What follows belongs to an exercise in optimizing a design on an open flow for small area, a short achievable clock period and few clock cycles per item; a production flow would make more cautious choices.
RTL that was checked went through simulation tests only; none was proved equivalent to the original.
Power figures rest on the tool's default switching activity, not on a simulated workload.

==> run C <==
Design harp_rxf, start of the top module:
module harp_rxf (
    input  wire       clk,
    input  wire       rst,         
    input  wire       in_valid,
    input  wire [7:0] in_data,
    output wire       in_ready,
    input  wire       flush,       
    output wire       out_valid,
    input  wire       out_ready,
    output wire [7:0] out_data,
    output wire       out_last,
    output wire [2:0] out_kind      
);
    localparam [2:0] K_BADLEN   = 3'd1,
                     K_CHECKSUM = 3'd2,
                     K_BADTYPE  = 3'd3,
                     K_BADPTYPE = 3'd4,
                     K_LENMIS   = 3'd5;
    localparam [2:0] S_L   = 3'd0,    
                     S_C   = 3'd1,    
                     S_CK  = 3'd2,    
                     S_P   = 3'd3,    
                     S_DEC = 3'd4;    
    reg  [7:0] mem_e [0:127];         
    reg  [7:0] mem_o [0:127];         
    reg  [8:0] tk;                    
    reg        iv;                    
    reg  [7:0] ib;
    reg  [7:0] rs;                    
    reg        wv;                    
    reg  [8:0] wp;                    
    reg        in_rdy;
    reg        fl_pend;               
    reg        fl_apply;              
    always @(posedge clk) begin
        if (wv && !wp[0]) mem_e[wp[7:1]] <= rs;
        if (wv &&  wp[0]) mem_o[wp[7:1]] <= rs;
    end
    reg  [15:0] rh_e, rh_o;
    reg  [7:0]  rl_e, rl_o;
    reg         ra_sw;                
    reg         a_v, a_f, a_2, a_l, a_c;
    reg  [8:0]  a_j;
    reg  [7:0]  lo, hi;
    reg         b_v, b_f, b_2, b_l, b_c;
    reg  [8:0]  b_j;
    reg         c_v;
    reg  [8:0]  c_j;
    reg  [7:0]  c_lo, c_hi;           
    reg  [7:0]  c_len;                
    reg  [8:0]  c_len2;               
    reg         c_badl;               
  ...
==> flow/config.mk <==
export PLATFORM = sky130hd
export DESIGN_NAME = harp_rxf
export DESIGN_NICKNAME = harp_rxf
export VERILOG_FILES = /design/flow/design.v
export SDC_FILE = /design/flow/constraint.sdc
export NUM_CORES = 4
export LEC_CHECK = 0
export CAP_MARGIN = 20
export CORE_MARGIN = 2
export CORE_UTILIZATION = 50
export CTS_BUF_LIST = sky130_fd_sc_hd__clkbuf_16
export CTS_CLUSTER_DIAMETER = 70
export CTS_CLUSTER_SIZE = 28
export SETUP_SLACK_MARGIN = 5
export SLEW_MARGIN = 20
==> flow/constraint.sdc <==
create_clock -name core_clock -period 12.0 [get_ports {clk}]
set_input_delay 2.4000 -clock core_clock [delete_from_list [all_inputs] [get_ports {clk}]]
set_output_delay 2.4000 -clock core_clock [all_outputs]
set_load 0.01 [all_outputs]
run.sh (not shown) runs the stock make flow with config.mk's settings and CLKGATE_MAP_FILE= SYNTH_SCRIPT=/design/flow/synth_recipe.tcl, a recipe that flattens the netlist after the stock synthesis.
==> run B (differences from run C) <==
--- a/flow/design.v
+++ b/flow/design.v
@@ -11,21 +11,26 @@
     output wire       out_last,
     output wire [2:0] out_kind      
 );
     localparam [2:0] K_BADLEN   = 3'd1,
                      K_CHECKSUM = 3'd2,
                      K_BADTYPE  = 3'd3,
                      K_BADPTYPE = 3'd4,
                      K_LENMIS   = 3'd5;
-    localparam [2:0] S_L   = 3'd0,    
-                     S_C   = 3'd1,    
-                     S_CK  = 3'd2,    
-                     S_P   = 3'd3,    
-                     S_DEC = 3'd4;    
+    localparam       S_L   = 0,       
+                     S_C   = 1,       
+                     S_CK  = 2,       
+                     S_P   = 3,       
+                     S_DEC = 4;       
+    localparam [4:0] O_L   = 5'b00001,
+                     O_C   = 5'b00010,
+                     O_CK  = 5'b00100,
+                     O_P   = 5'b01000,
+                     O_DEC = 5'b10000;
     reg  [7:0] mem_e [0:127];         
     reg  [7:0] mem_o [0:127];         
     reg  [8:0] tk;                    
     reg        iv;                    
     reg  [7:0] ib;
     reg  [7:0] rs;                    
     reg        wv;                    
     reg  [8:0] wp;                    
@@ -47,27 +52,37 @@
     reg         c_v;
     reg  [8:0]  c_j;
     reg  [7:0]  c_lo, c_hi;           
     reg  [7:0]  c_len;                
     reg  [8:0]  c_len2;               
     reg         c_badl;               
     reg         c_chk;                
     reg  [2:0]  c_pk;                 
+    reg  [7:0] row_e [0:15];
+    reg  [7:0] row_o [0:15];
     reg  [7:0] rd_e, rd_o;
-    integer k;
+    integer k, r;
     always @(*) begin
+        for (r = 0; r < 16; r = r + 1) begin
+            row_e[r] = 8'd0;
+            row_o[r] = 8'd0;
+            for (k = 0; k < 8; k = k + 1) begin
+                row_e[r] = row_e[r] | (mem_e[8 * r + k] & {8{rl_e[k]}});
+                row_o[r] = row_o[r] | (mem_o[8 * r + k] & {8{rl_o[k]}});
+            end
+        end
         rd_e = 8'd0;
         rd_o = 8'd0;
-        for (k = 0; k < 128; k = k + 1) begin
-            rd_e = rd_e | (mem_e[k] & {8{rh_e[k / 8] & rl_e[k % 8]}});
-            rd_o = rd_o | (mem_o[k] & {8{rh_o[k / 8] & rl_o[k % 8]}});
+        for (r = 0; r < 16; r = r + 1) begin
+            rd_e = rd_e | (row_e[r] & {8{rh_e[r]}});
+            rd_o = rd_o | (row_o[r] & {8{rh_o[r]}});
         end
     end
-    reg  [2:0] st;
+    reg  [4:0] st;                    
     reg  [8:0] h;                     
     reg  [2:0] so;                    
     reg  [8:0] av;                    
     reg  [8:0] need;                  
     reg  [8:0] need2;                 
     reg  [8:0] hn;                    
     reg  [8:0] hl;                    
     reg  [7:0] hl1;                   
@@ -76,16 +91,20 @@
     reg  [7:0] sh;                    
     reg  [7:0] se;                    
     reg  [7:0] len;
     reg        have_p;
     reg        garb;
     reg        nn_iss;                
     wire [8:0] h1  = h + 9'd1;
     wire [8:0] sp  = h + {6'd0, so};
+    wire [2:0] so_p1 = so + 3'd1;
+    wire [2:0] so_m1 = (so == 3'd0) ? 3'd0 : so - 3'd1;
+    wire       so_in = g_d && d_r1;   
+    wire [2:0] so_dn = so_in ? so : so_m1;
     wire [8:0] av_w = av + {8'd0, wv};
     wire       whole = (av >= need);  
     reg  [1:0] rq_n;
     reg        rq0_err, rq1_err;
     reg  [2:0] rq0_kind, rq1_kind;
     reg  [7:0] rq0_len, rq1_len;
     reg  [8:0] rq0_st, rq1_st;
     reg  [7:0] rq0_pb, rq1_pb;
@@ -110,22 +129,21 @@
             8'h01, 8'h81:        b_pk = (b_len[5] || lf_n0 || lf_e1) ? 3'd0 : K_LENMIS;
             8'h02, 8'h82:        b_pk = (lf_m2 && (b_len[5] || lf_n0 || lf_e2)) ? 3'd0 : K_LENMIS;
             8'h04, 8'h84, 8'h44: b_pk = (lf_m4 && (b_len[5] || lf_n0 || lf_e4)) ? 3'd0 : K_LENMIS;
             8'h08, 8'h88:        b_pk = (lf_m8 && (b_len[5] || lf_n0 || lf_e8)) ? 3'd0 : K_LENMIS;
             8'h10:               b_pk = (lf_m6 && (b_len[5] || lf_n0 || lf_e6)) ? 3'd0 : K_LENMIS;
             default:             b_pk = K_BADPTYPE;
         endcase
     end
-    wire       d1   = (st == S_L) && c_v && (c_j == h);            
-    wire       d3   = (st == S_CK) && c_v && (c_j == hl);          
-    wire       d2   = (st == S_C || st == S_CK || st == S_P) && c_v && (c_j == h3);
+    wire       d1   = (st[S_L]) && c_v && (c_j == h);            
+    wire       d3   = (st[S_CK]) && c_v && (c_j == hl);          
+    wire       d2   = (st[S_C] || st[S_CK] || st[S_P]) && c_v && (c_j == h3);
     wire       cmpl = (av >= c_len2);                           
-    wire       r2_inf = (a_v && !a_f && a_j == h3) || (b_v && !b_f && b_j == h3) ||
-                        (c_v && c_j == h3);
+    reg        r2_inf;                
     reg        f_act;
     reg  [8:0] fo;                    
     reg  [8:0] frem;                  
     reg  [7:0] pout;                  
     reg  [7:0] pnext;                 
     reg  [11:0] oh;                   
     reg         ov;
     reg  [11:0] ob [0:3];
@@ -139,81 +157,85 @@
     reg  [2:0] oq_eff;                
     reg        f_want;                
     wire       f_two   = (frem >= 9'd2);
     wire       f_end   = (frem <= 9'd2);
     reg        d_want;
     reg        d_r1;                  
     reg        d_r3;                  
     reg        d_rn;                  
+    reg        d_r2;                  
     wire [8:0] hn1 = hn + 9'd1;
     reg  [8:0] d_addr;
     reg  [7:0] d_addr1;               
     wire [8:0] sp1 = h1 + {6'd0, so};
     wire [8:0] hc  = h + {1'b0, c_len};
     wire [7:0] hc1 = h1[7:0] + c_len;
     wire       r1_ok = (av >= {6'd0, so} + 9'd2);
     always @(*) begin
         d_want  = 1'b0;
         d_r1    = 1'b0;
         d_r3    = 1'b0;
         d_rn    = 1'b0;
+        d_r2    = 1'b0;
         d_addr  = sp;
         d_addr1 = sp1[7:0];
-        case (st)
-            S_L: begin
+        case (1'b1)
+            st[S_L]: begin
                 if (d1 && !c_badl && cmpl) begin
                     d_want  = 1'b1;
                     d_r3    = 1'b1;
                     d_addr  = hc;
                     d_addr1 = hc1;
                 end else begin
                     d_want  = r1_ok && (so <= 3'd3);
                     d_r1    = 1'b1;
                 end
             end
-            S_C: begin
+            st[S_C]: begin
                 if (whole) begin
                     d_want  = 1'b1;
                     d_r3    = 1'b1;
                     d_addr  = hl;
                     d_addr1 = hl1;
                 end else if (av >= 9'd5 && !have_p && !r2_inf) begin
                     d_want  = 1'b1;
+                    d_r2    = 1'b1;
                     d_addr  = h3;
                     d_addr1 = h3[7:0] + 8'd1;
                 end
             end
-            S_CK, S_P: begin
-                if (garb && st == S_CK && so == 3'd1 && r1_ok) begin
+            st[S_CK], st[S_P]: begin
+                if (garb && st[S_CK] && so == 3'd1 && r1_ok) begin
                     d_want  = 1'b1;
                     d_r1    = 1'b1;
                 end else if (!have_p && !r2_inf) begin
                     d_want  = 1'b1;
+                    d_r2    = 1'b1;
                     d_addr  = h3;
                     d_addr1 = h3[7:0] + 8'd1;
                 end else if (!nn_iss && av >= need2) begin
                     d_want  = 1'b1;
                     d_rn    = 1'b1;
                     d_addr  = hn;
                     d_addr1 = hn1[7:0];
-                end else if (st == S_CK && so == 3'd1 && r1_ok) begin
+                end else if (st[S_CK] && so == 3'd1 && r1_ok) begin
                     d_want  = 1'b1;
                     d_r1    = 1'b1;
                 end
             end
             default: ;
         endcase
     end
     wire g_f = f_want;
     wire g_d = d_want && !f_want;
     wire [8:0] fo1     = fo + 9'd1;
     wire [8:0] r_addr  = g_f ? fo : d_addr;
     wire [7:0] r_addr1 = g_f ? fo1[7:0] : d_addr1;
-    wire settled  = (st == S_L && av < 9'd2) || (st == S_C && !whole);
+    wire settled  = (st[S_L] && av < 9'd2) || (st[S_C] && !whole);
     wire [8:0] fp = f_act ? fo :
                     (rq_n != 2'd0 && !rq0_err) ? rq0_st :
                     (rq_n == 2'd2 && !rq1_err) ? rq1_st : h;
     wire [8:0] used = tk - fp;
     wire take  = in_rdy && in_valid && !flush;
     wire ftake = in_rdy && flush;
     wire rq_frame      = rq_n != 2'd0 && !rq0_err;
     wire f_chain       = g_f && f_end && rq_frame;
@@ -231,21 +253,21 @@
         dp_kind  = K_BADLEN;
         dp_len   = len;
         if (d1 && c_badl) begin
             dec_push = !garb && !rq_full;
             dp_len   = c_len;
         end else if (d3 && !c_chk) begin
             dec_push = !garb && !rq_full;
             dp_kind  = K_CHECKSUM;
-        end else if ((d3 && have_p) || st == S_DEC) begin
+        end else if ((d3 && have_p) || st[S_DEC]) begin
             dp_err   = v_err;
             dp_kind  = v_kind;
             dec_push = (!v_err || !garb) && !rq_full;
-        end else if (st == S_P && d2) begin
+        end else if (st[S_P] && d2) begin
             dp_err   = !t_ok || (c_pk != 3'd0);
             dp_kind  = !t_ok ? K_BADTYPE : c_pk;
             dec_push = (!dp_err || !garb) && !rq_full;
         end
     end
     wire dec_go = !rq_full || (dp_err && garb);    
     wire       pop = ov && out_ready;
     wire [7:0] fd0 = lo - pout;
@@ -329,22 +351,23 @@
             iv       <= 1'b0;
             wv       <= 1'b0;
             in_rdy   <= 1'b1;
             fl_pend  <= 1'b0;
             fl_apply <= 1'b0;
             a_v      <= 1'b0;
             b_v      <= 1'b0;
             c_v      <= 1'b0;
-            st       <= S_L;
+            st       <= O_L;
             h        <= 9'd0;
             so       <= 3'd0;
             av       <= 9'd0;
             pb       <= 8'd0;
             have_p   <= 1'b0;
+            r2_inf   <= 1'b0;
             garb     <= 1'b0;
             rq_n     <= 2'd0;
             f_act    <= 1'b0;
             ob_n     <= 3'd0;
             ob_rd    <= 2'd0;
             ob_wr    <= 2'd0;
             oq_eff   <= 3'd0;
             f_want   <= 1'b0;
@@ -358,121 +381,123 @@
             else if (fl_apply) fl_pend <= 1'b0;
             fl_apply <= fl_pend && !fl_apply && (wp == tk) && settled;
             in_rdy <= !fl_pend && !ftake && (take ? (used <= 9'd254) : (used <= 9'd255));
             a_v <= g_f || g_d;
             b_v <= a_v;
             c_v <= b_v && !b_f;
             rq_n <= rq_n + {1'b0, dec_push} - {1'b0, rq_pop};
             av <= av_w;
-            if (g_d && d_r1) so <= so + 3'd1;
+            if (so_in) so <= so_p1;
             if (g_d && d_rn) nn_iss <= 1'b1;
+            if (g_d && d_r2) r2_inf <= 1'b1;
             if (d2) begin
                 p_kind <= c_pk;
                 have_p <= 1'b1;
             end
-            case (st)
-                S_L: begin
+            case (1'b1)
+                st[S_L]: begin
                     if (fl_apply) begin
                         h    <= wp;
                         so   <= 3'd0;
                         av   <= 9'd0;
                         pb   <= rs;
                         garb <= 1'b0;
                     end else if (d1) begin
                         if (c_badl) begin
                             if (!dec_go) begin
                                 so <= 3'd0;                
                             end else begin
                                 garb <= 1'b1;
                                 h    <= h1;
-                                so   <= so + {2'd0, g_d && d_r1} - 3'd1;
+                                so   <= so_dn;
                                 av   <= av_w - 9'd1;
                                 pb   <= c_lo;
                             end
                         end else begin
                             len    <= c_len;
                             sh     <= c_lo;
                             hn     <= hc + 9'd2;
                             nn_iss <= 1'b0;
+                            r2_inf <= 1'b0;
                             hl     <= hc;
                             hl1    <= hc1;
                             h3     <= h + 9'd3;
                             have_p <= 1'b0;
                             so     <= 3'd1;
                             need   <= c_len2;
                             need2  <= c_len2 + 9'd2;
-                            st     <= (g_d && d_r3) ? S_CK : S_C;
+                            st     <= (g_d && d_r3) ? O_CK : O_C;
                         end
                     end
                 end
-                S_C: begin
+                st[S_C]: begin
                     if (fl_apply) begin
                         h    <= wp;
                         so   <= 3'd0;
                         av   <= 9'd0;
                         pb   <= rs;
                         garb <= 1'b0;
-                        st   <= S_L;
+                        st   <= O_L;
                     end else if (g_d && d_r3)
-                        st <= S_CK;
+                        st <= O_CK;
                 end
-                S_CK: begin
+                st[S_CK]: begin
                     if (d3) begin
                         se <= c_hi;
                         if (!c_chk) begin
                             if (!dec_go) begin
                                 so <= 3'd1;
-                                st <= S_C;                 
+                                st <= O_C;                 
                             end else begin
                                 garb <= 1'b1;
                                 h    <= h1;
-                                so   <= so + {2'd0, g_d && d_r1} - 3'd1;
+                                so   <= so_dn;
                                 av   <= av_w - 9'd1;
                                 pb   <= sh;
-                                st   <= S_L;
+                                st   <= O_L;
                             end
                         end else if (have_p) begin
                             if (dec_go) begin
                                 garb <= dp_err;
                                 h    <= hn;
                                 so   <= (nn_iss || (g_d && d_rn)) ? 3'd1 : 3'd0;
                             av   <= av_w - need;
                                 pb   <= c_hi;
-                                st   <= S_L;
+                                st   <= O_L;
                             end else
-                                st <= S_DEC;
+                                st <= O_DEC;
                         end else
-                            st <= S_P;
+                            st <= O_P;
                     end
                 end
-                S_P: begin
+                st[S_P]: begin
                     if (d2) begin
                         if (dec_go) begin
                             garb <= dp_err;
                             h    <= hn;
                             so   <= (nn_iss || (g_d && d_rn)) ? 3'd1 : 3'd0;
                             av   <= av_w - need;
                             pb   <= se;
-                            st   <= S_L;
+                            st   <= O_L;
                         end else
-                            st <= S_DEC;
+                            st <= O_DEC;
                     end
                 end
-                S_DEC: begin
+                st[S_DEC]: begin
                     if (dec_go) begin
                         garb <= dp_err;
                         h    <= hn;
                         so   <= 3'd0;
                             av   <= av_w - need;
                         pb   <= se;
-                        st   <= S_L;
+                        st   <= O_L;
                     end
                 end
-                default: st <= S_L;
+                default: st <= O_L;
             endcase
             if (g_f) begin
                 fo   <= fo + (f_two ? 9'd2 : 9'd1);
                 frem <= frem - (f_two ? 9'd2 : 9'd1);
                 if (f_chain) begin
                     fo    <= rq0_st;
                     frem  <= {1'b0, rq0_len} + 9'd2;
                     pnext <= rq0_pb;
Settings changed: CAP_MARGIN 20 to 30, CTS_CLUSTER_DIAMETER 70 to 60, CTS_CLUSTER_SIZE 28 to 24, SLEW_MARGIN 20 to 40.
==> run H (differences from run C) <==
--- a/flow/design.v
+++ b/flow/design.v
@@ -76,16 +76,18 @@
     reg  [7:0] sh;                    
     reg  [7:0] se;                    
     reg  [7:0] len;
     reg        have_p;
     reg        garb;
     reg        nn_iss;                
     wire [8:0] h1  = h + 9'd1;
     wire [8:0] sp  = h + {6'd0, so};
+    wire [2:0] so_up = so + {2'd0, g_d && d_r1};
+    wire [2:0] so_dn = (so_up == 3'd0) ? 3'd0 : so_up - 3'd1;
     wire [8:0] av_w = av + {8'd0, wv};
     wire       whole = (av >= need);  
     reg  [1:0] rq_n;
     reg        rq0_err, rq1_err;
     reg  [2:0] rq0_kind, rq1_kind;
     reg  [7:0] rq0_len, rq1_len;
     reg  [8:0] rq0_st, rq1_st;
     reg  [7:0] rq0_pb, rq1_pb;
@@ -379,17 +381,17 @@
                         garb <= 1'b0;
                     end else if (d1) begin
                         if (c_badl) begin
                             if (!dec_go) begin
                                 so <= 3'd0;                
                             end else begin
                                 garb <= 1'b1;
                                 h    <= h1;
-                                so   <= so + {2'd0, g_d && d_r1} - 3'd1;
+                                so   <= so_dn;
                                 av   <= av_w - 9'd1;
                                 pb   <= c_lo;
                             end
                         end else begin
                             len    <= c_len;
                             sh     <= c_lo;
                             hn     <= hc + 9'd2;
                             nn_iss <= 1'b0;
@@ -420,17 +422,17 @@
                         se <= c_hi;
                         if (!c_chk) begin
                             if (!dec_go) begin
                                 so <= 3'd1;
                                 st <= S_C;                 
                             end else begin
                                 garb <= 1'b1;
                                 h    <= h1;
-                                so   <= so + {2'd0, g_d && d_r1} - 3'd1;
+                                so   <= so_dn;
                                 av   <= av_w - 9'd1;
                                 pb   <= sh;
                                 st   <= S_L;
                             end
                         end else if (have_p) begin
                             if (dec_go) begin
                                 garb <= dp_err;
                                 h    <= hn;
Settings changed: CAP_MARGIN 20 to 30, CTS_CLUSTER_DIAMETER 70 to 60, CTS_CLUSTER_SIZE 28 to 24, SLEW_MARGIN 20 to 40.
==> flow_results.org <==
** Synthesis
- The mapped netlist covers 102000 sq um.

** Status
- The flow ran to the end and the layout has no timing, DRC or antenna violations.

** Global routing
- Met3 Use GR :: 16.2%
- Global routing used 51.6% of the available met1 tracks.

** Drt
- After detailed routing, the wire length on met1 is 147 mm.
- Iteration-0 DRC count of the detailed router :: 14200
- Final Routed Wirelength :: 422 mm

** CTS
- The later pin in the worst-skew pair is clocked with a latency of 0.90 ns.

** Worst setup path
- The signal on the critical path passes through ha_1, a21oi_1, o21ai_0, nand2_1, nand2_1, o211ai_1, a21oi_1, o31ai_1, and2_1, inv_2, nor3_2.
- On the critical path the largest part of the delay comes from simple AND/OR/NAND/NOR gates.

** Power
- In this run the static leakage power is 37.0 nW.

** Finish
- In the final layout, multi-input gates take up 24.8% of the cell area.
- Fraction of area in clock buffers and inverters :: 5.06%
Source of the figures above: run H

==> flow_results.org <==
** Status
- The run finished with no timing, DRC or antenna violations.

** Worst setup path
- Cell family with the largest share of critical-path delay :: buffers and inverters
- Series of cell instances along the critical path :: clkdlybuf4s50_1

** Synthesis
- The synthesized netlist occupies a cell area of 99600 sq um.
- Adder-cell area share of the yosys netlist :: 2.19%

** Drt
- The routed design has 286 mm of wire.
- Wire length on met1 :: 121 mm

** Power
- The internal portion of the total power is 14.4 mW.
- In this run the static leakage power is 34.6 nW.

** CTS
- Clock latency on the worst-skew pair, taken at its later pin, is 0.86 ns.
- In this run the deepest clock path goes through 3 buffers.

** Finish
- Sequential share of cell area :: 66.9%
- Final Non-Filler Cells :: 9404
- Of the total standard cell area in the layout, the multi-input combinational portion is 23.4%.

** Global routing
- Global routing used 40.7% of the available met1 tracks.
- For this run, global-route usage on met3 was measured as 3.99%.

** Floorplan
- The floorplan step set the die height to 450 um.
Source of the figures above: run B

==> flow_results.org <==
** Status
- Status :: finished with violations
- Failed layout checks :: max-capacitance violations

** CTS
- The H-tree was split into 4 levels.
- The clock reaches the later pin of the worst-skew pair after 0.88 ns.

** Worst setup path
- The kind of cell with the highest combined delay along the critical path is simple AND/OR/NAND/NOR gates.
- CP Data Required Time :: 12.70 ns
- Crit Reg-Reg Startpoint :: rh_e[9]$_SDFF_PN0_
- In this run the critical register-to-register path is captured at hi[4]$_DFF_P_.
- Series of cell instances along the critical path :: buf_4, buf_4, buf_4, a22oi_1, o22ai_1, nor2_1, o2111ai_1, nor4_1, nand4_1, nor4_2, buf_4, mux2i_1
- Type of the worst setup path :: flop to flop

** Drt
- Iteration-0 DRC count of the detailed router :: 14400
- After detailed routing, the total wire length is 416 mm.

** Finish
- Multi-input combinational area share :: 24.7%

** Global routing
- Met3 Use GR :: 15.6%
- Global Route met1 Usage :: 51.9%

** Job
- The tool flagged a number of max-cap violations equal to 1.
Source of the figures above: run C

Testbench counts of run B, summed over its fixed seeds: cycles 59,769, bytes 56,077.
Testbench counts of run H, summed over its fixed seeds: cycles 59,769, bytes 56,077.
Only the layout flow was run in run C; the RTL was not checked for function there.

==> afterwards: timing with drivers on the ports <==
The flow's constraints put no driver on any port. The routed layouts listed below were extracted and timed again, unchanged, in two steps. Step 1 (the two cells are an assumption about what drives the block):
set clk [get_ports {clk}]
set_driving_cell -lib_cell sky130_fd_sc_hd__clkbuf_16 $clk
set_driving_cell -lib_cell sky130_fd_sc_hd__buf_2 [delete_from_list [all_inputs] $clk]
Step 2, shift: input delay + t, output delay - t, t = (earliest + latest rising clock arrival at the registers) / 2. This alone moves slack from input paths to output paths. Three values: no drivers, after step 1, after step 2; two values: the first two.
run | t, ns | setup slack, ns | cell pins on the clock port's net
run C | 0.938 | 7.084 / 7.084 / 7.084 | 1
run B | 0.915 | 7.556 / 7.470 / 7.342 | 1
run H | 0.952 | 7.242 / 7.242 / 7.242 | 1
For run B, which loses most, drivers alone change the setup slack by -0.086 ns; drivers and shift together by -0.214 ns.
